Background: an optimization exercise with open tools, aiming at small area, a short achievable clock period and few clock cycles. Do not read the settings as production practice. Where RTL was checked, it was by simulation tests only, not by an equivalence proof against the original. Power and IR drop assume default switching activity.

// gf_decomp_mul
module gf_decomp_mul (
    input  wire        clk,
    input  wire        rst,
    input  wire        cmd_valid,
    output wire        cmd_ready,
    input  wire [7:0]  cmd_op,
    input  wire [1:0]  cmd_ksel,
    input  wire [63:0] cmd_a,
    input  wire [63:0] cmd_b,
    output wire        rsp_valid,
    input  wire        rsp_ready,
    output wire [3:0]  rsp_cc,
    output wire [63:0] rsp_result
);
export LEC_CHECK = 0
export CAP_MARGIN = 20
export CORE_MARGIN = 2
export CORE_UTILIZATION = 35
export PLACE_DENSITY = 0.55
export SETUP_SLACK_MARGIN = 4.0
export SLEW_MARGIN = 20
export SYNTH_MEMORY_MAX_BITS = 65536
create_clock -name core_clock -period 8.0 [get_ports {clk}]
standard.sh (not shown) runs the stock make flow with config.mk's settings and CLKGATE_MAP_FILE= SYNTH_SCRIPT=/design/flow/synth_recipe.tcl, a recipe that flattens the netlist after the stock synthesis.
==> flow/flow/run.sh <==
#!/bin/bash
# The standard layout (the standard.sh: ORFS synthesis through finish),
# with one change: the port buffers that global placement inserts on every
# input and output are sky130_fd_sc_hd__buf_1 instead of the cell buffer_ports
# picks by default (clkdlybuf4s50_1, a delay cell); timing repair resizes
# them as needed.
set -euo pipefail
cd "$(dirname "$0")/.."
export BUFFER_PORTS_ARGS="-buffer_cell sky130_fd_sc_hd__buf_1"
bash standard.sh > standard_make.log 2>&1
The baseline produced a clean layout.
Testbench counts at the start, summed over its fixed seeds: cycles 2,480.
Rerun with:
--- a/flow/design.v
+++ b/flow/design.v
@@ -24,30 +24,30 @@
     localparam CC_NOCFG   = 3'd2;
     localparam CC_WIDTH   = 3'd3;
     localparam CC_OPERAND = 3'd4;
     localparam CC_TABLE   = 3'd5;
     reg        cfg_valid;
     reg        k16;           
     reg [15:0] poly;
     reg        rt_valid;
     localparam MK = 4;                  
     localparam [2:0] MSTEPS = 16 / MK;
     reg [15:0] mu;                      
     reg [2:0]  mcnt;                    
-    reg [15:0] mu_o;                    
     reg        pend;                    
     reg        pend_bldrt;              
     reg [2:0]  cc_q;
     reg [31:0] x_q;
     reg [7:0]  p_q;
+    reg        ok_q;
     wire rsp_v = pend && !(pend_bldrt && mcnt != 3'd0);
     assign rsp_valid = rsp_v;
     assign rsp_cc    = {1'b0, cc_q};
     assign cmd_ready = !pend || (rsp_v && rsp_ready);
     wire fire = cmd_valid && cmd_ready;
     wire is_cfg   = (cmd_op == OP_CFG);
     wire is_nbm   = (cmd_op == OP_NBM);
     wire is_bldrt = (cmd_op == OP_BLDRT);
     wire is_rtrd  = (cmd_op == OP_RTRD);
     wire is_msl8  = (cmd_op == OP_MSL8);
     wire is_modrb = (cmd_op == OP_MODRB);
     wire is_muld  = (cmd_op == OP_MULD);
@@ -140,47 +140,46 @@
         for (j = 8; j < 16; j = j + 1) begin
             q_hi[j-8] = Xh[j];
             for (m = j + 1; m < 16; m = m + 1)
                 q_hi[j-8] = q_hi[j-8] ^ (Xh[m] & mu[j+16-m]);
         end
         for (j = 0; j < 8; j = j + 1) begin
             p_lo[j] = 1'b0;
             for (m = 8; m < 16; m = m + 1)
                 p_lo[j] = p_lo[j] ^ (Xh[m] & mu[j+16-m]);
         end
     end
     wire [31:0] x_d = {q_hi, X[23:0]};
-    wire [15:0] xl = x_q[15:0];
-    wire [7:0]  hl = x_q[23:16];
-    wire [7:0]  qh = x_q[31:24];
-    wire [7:0]  pl = p_q;
+    wire [15:0] xl = x_q[15:0]  & {16{ok_q}};
+    wire [7:0]  hl = x_q[23:16] & {8{ok_q}};
+    wire [7:0]  qh = x_q[31:24] & {8{ok_q}};
+    wire [7:0]  pl = p_q        & {8{ok_q}};
     reg  [7:0]  ql;
     always @(*) begin
         for (j = 0; j < 8; j = j + 1) begin
             ql[j] = hl[j] ^ pl[j];
             for (m = j + 1; m < 8; m = m + 1)
-                ql[j] = ql[j] ^ (hl[m] & mu_o[j+16-m]);
+                ql[j] = ql[j] ^ (hl[m] & mu[j+16-m]);
         end
     end
     wire [15:0] q = {qh, ql};
     reg  [30:0] qp;
     always @(*) begin
         qp = 31'd0;
         for (j = 0; j < 16; j = j + 1)
             if (poly[j]) qp = qp ^ ({15'd0, q} << j);
     end
     wire [15:0] red = xl ^ qp[15:0];
     assign rsp_result = {48'd0, red};
     always @(posedge clk) begin
-        mu_o <= mu;
         if (fire && ok && is_cfg)
             mu <= 16'h0001;
         else if (mcnt != 3'd0)
             mu <= mstep[MK];
     end
     always @(posedge clk) begin
         if (rst) begin
             pend       <= 1'b0;
             pend_bldrt <= 1'b0;
             mcnt       <= 3'd0;
             cfg_valid  <= 1'b0;
             k16        <= 1'b0;
@@ -200,17 +199,18 @@
                     poly      <= cmd_a[15:0];
                     rt_valid  <= 1'b0;
                     mcnt      <= MSTEPS;
                 end
                 if (ok && is_bldrt)
                     rt_valid <= 1'b1;
             end
         end
     end
     always @(posedge clk) begin
         if (cmd_ready) begin
             cc_q <= cc;
-            x_q  <= x_d & {32{ok}};
-            p_q  <= p_lo & {8{ok}};
+            x_q  <= x_d;
+            p_q  <= p_lo;
+            ok_q <= ok;
         end
     end
 endmodule
Effect:
- global-route usage came out higher by 0.44 points
- register-to-register slack degrades by 80 ps
- maximum frequency came out lower by about 4%
- worst setup slack degrades by 170 ps
- synthesized cell count came out lower by about 1.6%
Testbench counts after the change, summed over its fixed seeds: cycles 2,480.


The RTL this note starts from:
==> flow/design.v <==
module gf_decomp_mul (
    input  wire        clk,
    input  wire        rst,
    input  wire        cmd_valid,
    output wire        cmd_ready,
    input  wire [7:0]  cmd_op,
    input  wire [1:0]  cmd_ksel,
    input  wire [63:0] cmd_a,
    input  wire [63:0] cmd_b,
    output wire        rsp_valid,
    input  wire        rsp_ready,
    output wire [3:0]  rsp_cc,
    output wire [63:0] rsp_result
);
    localparam OP_CFG   = 8'h04;
    localparam OP_NBM   = 8'h30;
    localparam OP_BLDRT = 8'h31;
    localparam OP_RTRD  = 8'h32;
    localparam OP_MSL8  = 8'h33;
    localparam OP_MODRB = 8'h34;
    localparam OP_MULD  = 8'h35;
    localparam CC_OK      = 3'd0;
    localparam CC_ILLEGAL = 3'd1;
    localparam CC_NOCFG   = 3'd2;
    localparam CC_WIDTH   = 3'd3;
    localparam CC_OPERAND = 3'd4;
    localparam CC_TABLE   = 3'd5;
    reg        cfg_valid;
    reg        k16;           
    reg [15:0] poly;
    reg        rt_valid;
    localparam MK = 4;                  
    localparam [2:0] MSTEPS = 16 / MK;
    reg [15:0] mv;                      
    reg [15:0] mu;                      
    reg [2:0]  mcnt;                    
    reg        pend;                    
    reg        pend_bldrt;              
    reg [2:0]  cc_q;
    reg [31:0] x_q;
    wire rsp_v = pend && !(pend_bldrt && mcnt > 3'd1);
    assign rsp_valid = rsp_v;
    assign rsp_cc    = {1'b0, cc_q};
    assign cmd_ready = !pend || (rsp_v && rsp_ready);
    wire fire = cmd_valid && cmd_ready;
    wire is_cfg   = (cmd_op == OP_CFG);
    wire is_nbm   = (cmd_op == OP_NBM);
    wire is_bldrt = (cmd_op == OP_BLDRT);
    wire is_rtrd  = (cmd_op == OP_RTRD);
    wire is_msl8  = (cmd_op == OP_MSL8);
    wire is_modrb = (cmd_op == OP_MODRB);
    wire is_muld  = (cmd_op == OP_MULD);
    wire is_field = is_bldrt | is_rtrd | is_msl8 | is_modrb | is_muld;
    wire a_hi32 = |cmd_a[63:32];
    wire a_hi16 = a_hi32 | (|cmd_a[31:16]);
    wire a_hi8  = a_hi16 | (|cmd_a[15:8]);
    wire a_hi4  = a_hi8  | (|cmd_a[7:4]);
    wire b_hi16 = |cmd_b[63:16];
    wire b_hi4  = b_hi16 | (|cmd_b[15:4]);
    reg cfg_bad;
    always @(*) begin
        case (cmd_ksel)
            2'd0: cfg_bad = a_hi4;
            2'd1: cfg_bad = a_hi8;
            2'd2: cfg_bad = a_hi16;
            default: cfg_bad = a_hi32;
        endcase
    end
    wire field_bad = (is_rtrd & a_hi8) | (is_msl8 & a_hi16) |
                     (is_modrb & a_hi32) | (is_muld & (a_hi16 | b_hi16));
    reg [2:0] cc;
    always @(*) begin
        if (is_cfg)
            cc = cfg_bad ? CC_OPERAND : CC_OK;
        else if (is_nbm)
            cc = (a_hi8 | b_hi4) ? CC_OPERAND : CC_OK;
        else if (is_field) begin
            if (!cfg_valid)
                cc = CC_NOCFG;
            else if (!k16)
                cc = CC_WIDTH;
            else if (field_bad)
                cc = CC_OPERAND;
            else if (!is_bldrt && !rt_valid)
                cc = CC_TABLE;
            else
                cc = CC_OK;
        end else
            cc = CC_ILLEGAL;
    end
    wire ok = (cc == CC_OK);
    wire [15:0] A = cmd_a[15:0];
    wire [15:0] B = cmd_b[15:0];
    reg [30:0] prod;
    integer i;
    always @(*) begin
        prod = 31'd0;
        for (i = 0; i < 16; i = i + 1)
            if (B[i]) prod = prod ^ ({15'd0, A} << i);
    end
    wire sel_mul   = ok & (is_muld | is_nbm);
    wire sel_modrb = ok & is_modrb;
    wire sel_msl8  = ok & is_msl8;
    wire sel_rtrd  = ok & is_rtrd;
    wire [31:0] X = ({32{sel_mul}}   & {1'b0, prod})
                  | ({32{sel_modrb}} & cmd_a[31:0])
                  | ({32{sel_msl8}}  & {8'd0, cmd_a[15:0], 8'd0})
                  | ({32{sel_rtrd}}  & {cmd_a[15:0], 16'd0});
    function [15:0] mulx;
        input [15:0] v;
        input [15:0] p;
        begin
            mulx = {v[14:0], 1'b0} ^ (p & {16{v[15]}});
        end
    endfunction
    reg [15:0] mstep [0:MK];
    reg [MK-1:0] mbits;
    integer j;
    always @(*) begin
        mstep[0] = mv;
        for (j = 0; j < MK; j = j + 1) begin
            mbits[MK-1-j] = mstep[j][15];
            mstep[j+1] = mulx(mstep[j], poly);
        end
    end
    wire [15:0] H = x_q[31:16];
    reg  [30:0] hm;
    reg  [30:0] qp;
    always @(*) begin
        hm = 31'd0;
        for (j = 0; j < 16; j = j + 1)
            if (mu[j]) hm = hm ^ ({15'd0, H} << j);
    end
    wire [15:0] q = H ^ {1'b0, hm[30:16]};
    always @(*) begin
        qp = 31'd0;
        for (j = 0; j < 16; j = j + 1)
            if (poly[j]) qp = qp ^ ({15'd0, q} << j);
    end
    wire [15:0] red = x_q[15:0] ^ qp[15:0];
    assign rsp_result = {48'd0, red};
    always @(posedge clk) begin
        if (fire && ok && is_cfg) begin
            mv <= cmd_a[15:0];
        end else if (mcnt != 3'd0) begin
            mv <= mstep[MK];
            mu <= {mu[15-MK:0], mbits};
        end
    end
    always @(posedge clk) begin
        if (rst) begin
            pend       <= 1'b0;
            pend_bldrt <= 1'b0;
            mcnt       <= 3'd0;
            cfg_valid  <= 1'b0;
            k16        <= 1'b0;
            poly       <= 16'd0;
            rt_valid   <= 1'b0;
        end else begin
            if (mcnt != 3'd0)
                mcnt <= mcnt - 3'd1;
            if (rsp_v && rsp_ready)
                pend <= 1'b0;
            if (fire) begin
                pend       <= 1'b1;
                pend_bldrt <= is_bldrt;
                if (ok && is_cfg) begin
                    cfg_valid <= 1'b1;
                    k16       <= (cmd_ksel == 2'd2);
                    poly      <= cmd_a[15:0];
                    rt_valid  <= 1'b0;
                    mcnt      <= MSTEPS;
                end
                if (ok && is_bldrt)
                    rt_valid <= 1'b1;
            end
        end
    end
    always @(posedge clk) begin
        if (cmd_ready) begin
            cc_q <= cc;
            x_q  <= X;
        end
    end
endmodule
export LEC_CHECK = 0
export CAP_MARGIN = 20
export CORE_MARGIN = 2
export CORE_UTILIZATION = 35
export PLACE_DENSITY = 0.55
export SETUP_SLACK_MARGIN = 4
export SLEW_MARGIN = 20
export SYNTH_MEMORY_MAX_BITS = 65536
create_clock -name core_clock -period 8.0 [get_ports {clk}]
run.sh (not shown) runs the stock make flow with config.mk's settings and CLKGATE_MAP_FILE= SYNTH_SCRIPT=/design/flow/synth_recipe.tcl, a recipe that flattens the netlist after the stock synthesis.
Stock flow here: none of the scripts above is used.
The baseline completed without violations.
Rerun with:
--- a/flow/design.v
+++ b/flow/design.v
@@ -29,16 +29,16 @@
     reg        k16;           
     reg [15:0] poly;
     reg        rt_valid;
-    localparam MK = 4;                  
-    localparam [2:0] MSTEPS = 16 / MK;
-    reg [15:0] mv;                      
-    reg [15:0] mu;                      
-    reg [2:0]  mcnt;                    
+    localparam TS = 3;                  
+    localparam NTR = 14 / TS;           
+    localparam [2:0] TWAIT = (NTR > 1) ? NTR - 1 : 0;
+    reg [15:0] tr [1:NTR];              
+    reg [2:0]  twait;                   
     reg        pend;                    
     reg        pend_bldrt;              
     reg [2:0]  cc_q;
     reg [31:0] x_q;
-    wire rsp_v = pend && !(pend_bldrt && mcnt > 3'd1);
+    wire rsp_v = pend && !(pend_bldrt && twait != 3'd0);
     assign rsp_valid = rsp_v;
     assign rsp_cc    = {1'b0, cc_q};
     assign cmd_ready = !pend || (rsp_v && rsp_ready);
@@ -113,52 +113,40 @@
             mulx = {v[14:0], 1'b0} ^ (p & {16{v[15]}});
         end
     endfunction
-    reg [15:0] mstep [0:MK];
-    reg [MK-1:0] mbits;
+    reg [15:0] T [0:15];
     integer j;
     always @(*) begin
-        mstep[0] = mv;
-        for (j = 0; j < MK; j = j + 1) begin
-            mbits[MK-1-j] = mstep[j][15];
-            mstep[j+1] = mulx(mstep[j], poly);
-        end
+        T[0] = poly;
+        for (j = 1; j < 16; j = j + 1)
+            if (j % TS == 0 && j / TS <= NTR)
+                T[j] = tr[j / TS];
+            else
+                T[j] = mulx(T[j-1], poly);
     end
-    wire [15:0] H = x_q[31:16];
-    reg  [30:0] hm;
-    reg  [30:0] qp;
+    reg [15:0] red;
     always @(*) begin
-        hm = 31'd0;
+        red = x_q[15:0];
         for (j = 0; j < 16; j = j + 1)
-            if (mu[j]) hm = hm ^ ({15'd0, H} << j);
+            if (x_q[16+j]) red = red ^ T[j];
     end
-    wire [15:0] q = H ^ {1'b0, hm[30:16]};
-    always @(*) begin
-        qp = 31'd0;
-        for (j = 0; j < 16; j = j + 1)
-            if (poly[j]) qp = qp ^ ({15'd0, q} << j);
-    end
-    wire [15:0] red = x_q[15:0] ^ qp[15:0];
     assign rsp_result = {48'd0, red};
+    integer m;
     always @(posedge clk) begin
-        if (fire && ok && is_cfg) begin
-            mv <= cmd_a[15:0];
-        end else if (mcnt != 3'd0) begin
-            mv <= mstep[MK];
-            mu <= {mu[15-MK:0], mbits};
-        end
+        for (m = 1; m <= NTR; m = m + 1)
+            tr[m] <= mulx(T[TS*m - 1], poly);
     end
     always @(posedge clk) begin
         if (rst) begin
             pend       <= 1'b0;
             pend_bldrt <= 1'b0;
-            mcnt       <= 3'd0;
+            twait      <= 3'd0;
             cfg_valid  <= 1'b0;
             k16        <= 1'b0;
             poly       <= 16'd0;
             rt_valid   <= 1'b0;
         end else begin
-            if (mcnt != 3'd0)
-                mcnt <= mcnt - 3'd1;
+            if (twait != 3'd0)
+                twait <= twait - 3'd1;
             if (rsp_v && rsp_ready)
                 pend <= 1'b0;
             if (fire) begin
@@ -169,7 +157,7 @@
                     k16       <= (cmd_ksel == 2'd2);
                     poly      <= cmd_a[15:0];
                     rt_valid  <= 1'b0;
-                    mcnt      <= MSTEPS;
+                    twait     <= TWAIT;
                 end
                 if (ok && is_bldrt)
                     rt_valid <= 1'b1;
What happened:
- The changed run finished with timing, DRC and antenna clean
- die area went up by 33%
- global-route usage went up by 3.8 points
- clock-buffer cell count went up by 8
- design area went up by 32%
- worst hold slack improved by 49 ps
- wire length went up by 56%
No run of this note included a check of the RTL's function; only the layout flow was run.


## v38
Starts from the design.v that is shown in full above.
==> flow/config.mk <==
export PLATFORM = sky130hd
export DESIGN_NAME = gf_decomp_mul
export DESIGN_NICKNAME = gf_decomp_mul
export VERILOG_FILES = /design/flow/design.v
export SDC_FILE = /design/flow/constraint.sdc
export NUM_CORES = 4
export LEC_CHECK = 0
export CAP_MARGIN = 20
export CORE_MARGIN = 2
export CORE_UTILIZATION = 35
export PLACE_DENSITY = 0.55
export SETUP_SLACK_MARGIN = 3
export SLEW_MARGIN = 20
export SYNTH_MEMORY_MAX_BITS = 65536
==> flow/constraint.sdc <==
create_clock -name core_clock -period 8.0 [get_ports {clk}]
set_input_delay 1.6000 -clock core_clock [delete_from_list [all_inputs] [get_ports {clk}]]
set_output_delay 1.6000 -clock core_clock [all_outputs]
set_load 0.01 [all_outputs]
standard.sh (not shown) runs the stock make flow with config.mk's settings and CLKGATE_MAP_FILE= SYNTH_SCRIPT=/design/flow/synth_recipe.tcl, a recipe that flattens the netlist after the stock synthesis.
Scripts as last shown in full above: flow/flow/run.sh
The following lists how v29 was set up differently from v38:
--- a/flow/design.v
+++ b/flow/design.v
@@ -37,8 +37,9 @@
     reg        pend;                    
     reg        pend_bldrt;              
     reg [2:0]  cc_q;
     reg [31:0] x_q;
+    reg        ok_q;
     wire rsp_v = pend && !(pend_bldrt && mcnt > 3'd1);
     assign rsp_valid = rsp_v;
     assign rsp_cc    = {1'b0, cc_q};
     assign cmd_ready = !pend || (rsp_v && rsp_ready);
@@ -97,12 +98,12 @@
         prod = 31'd0;
         for (i = 0; i < 16; i = i + 1)
             if (B[i]) prod = prod ^ ({15'd0, A} << i);
     end
-    wire sel_mul   = ok & (is_muld | is_nbm);
-    wire sel_modrb = ok & is_modrb;
-    wire sel_msl8  = ok & is_msl8;
-    wire sel_rtrd  = ok & is_rtrd;
+    wire sel_mul   = is_muld | is_nbm;
+    wire sel_modrb = is_modrb;
+    wire sel_msl8  = is_msl8;
+    wire sel_rtrd  = is_rtrd;
     wire [31:0] X = ({32{sel_mul}}   & {1'b0, prod})
                   | ({32{sel_modrb}} & cmd_a[31:0])
                   | ({32{sel_msl8}}  & {8'd0, cmd_a[15:0], 8'd0})
                   | ({32{sel_rtrd}}  & {cmd_a[15:0], 16'd0});
@@ -122,9 +123,9 @@
             mbits[MK-1-j] = mstep[j][15];
             mstep[j+1] = mulx(mstep[j], poly);
         end
     end
-    wire [15:0] H = x_q[31:16];
+    wire [15:0] H = x_q[31:16] & {16{ok_q}};
     reg  [30:0] hm;
     reg  [30:0] qp;
     always @(*) begin
         hm = 31'd0;
@@ -136,9 +137,9 @@
         qp = 31'd0;
         for (j = 0; j < 16; j = j + 1)
             if (poly[j]) qp = qp ^ ({15'd0, q} << j);
     end
-    wire [15:0] red = x_q[15:0] ^ qp[15:0];
+    wire [15:0] red = (x_q[15:0] & {16{ok_q}}) ^ qp[15:0];
     assign rsp_result = {48'd0, red};
     always @(posedge clk) begin
         if (fire && ok && is_cfg) begin
             mv <= cmd_a[15:0];
@@ -179,7 +180,8 @@
     always @(posedge clk) begin
         if (cmd_ready) begin
             cc_q <= cc;
             x_q  <= X;
+            ok_q <= ok;
         end
     end
 endmodule
Notes after the runs:
- v29 does better than v38 on final worst clock skew.
- Between v29 and v38, the placement-stage cell area is lower for v29.
- Maximum frequency ended up 0.0037 GHz lower on v29 than on v38.
- Re final worst setup slack: v29 and v38 aren't equal, and the lower value belongs to v29.
- v29: share of power burned in combinational logic higher than v38
- On clock-pin slew on the worst setup and hold paths, v29 tracks v38 almost exactly.
- Number of logic inverters in the finished layout: v29 lower than v38
- Between v29 and v38, the global-route wire length before repair is lower for v29.
- Cell area after synthesis improves in v29 relative to v38.
- v29 ended up with mu[10]$_DFFE_PP_ as its beginning of the critical path; v38 ended up with mu[11]$_DFFE_PP_.
- Post-synthesis to final-layout area growth ends up higher on v29.
- Cmp v29 and v38 / final design utilization / higher: v29
- Register-to-register slack: v29 worse than v38
- v29 vs v38, fraction of standard cell area that is sequential went down by 0.34 points.
Function was not checked in any run of this note: the RTL went through the layout flow alone.

## afterwards: timing with drivers on the ports
No port has a modelled driver above. Below, the same layouts with a new extraction and two added sets of constraints.
Step 1 (the two cells are an assumption about what drives the block):
set clk [get_ports {clk}]
set_driving_cell -lib_cell sky130_fd_sc_hd__clkbuf_16 $clk
set_driving_cell -lib_cell sky130_fd_sc_hd__buf_2 [delete_from_list [all_inputs] $clk]
Step 2 adds t to the input delays and takes it off the output delays; t is the mean of the earliest and latest rising clock arrival at the registers after step 1. Input paths then give back, and output paths get back, about the clock's delay inside the block.
a / b / c = no drivers / after step 1 / after step 2; a / b = the first two.
run | t (ns) | setup slack, ns | worst setup path after step 2 | slew at the worst register clock pin (ns)
the first run of note 1 | 0.385 | 3.876 / 3.829 / 3.754 | input to register | 0.07 / 0.07
the second run of note 1 | 0.385 | 3.705 / 3.662 / 3.841 | input to register | 0.07 / 0.07
the first run of note 2 | 0.406 | 3.142 / 3.090 / 3.497 | register to output | 0.07 / 0.07
the second run of note 2 | 0.494 | 3.211 / 3.163 / 3.590 | input to register | 0.07 / 0.07
v38 | 0.393 | 3.127 / 3.078 / 3.302 | input to register | 0.08 / 0.08
v29 | 0.390 | 3.037 / 2.990 / 3.160 | input to register | 0.07 / 0.07
After both steps every run listed still meets setup and hold. The setup slack of the first run of note 1, which loses most, moves by -0.047 ns with the drivers and by -0.122 ns with both steps.
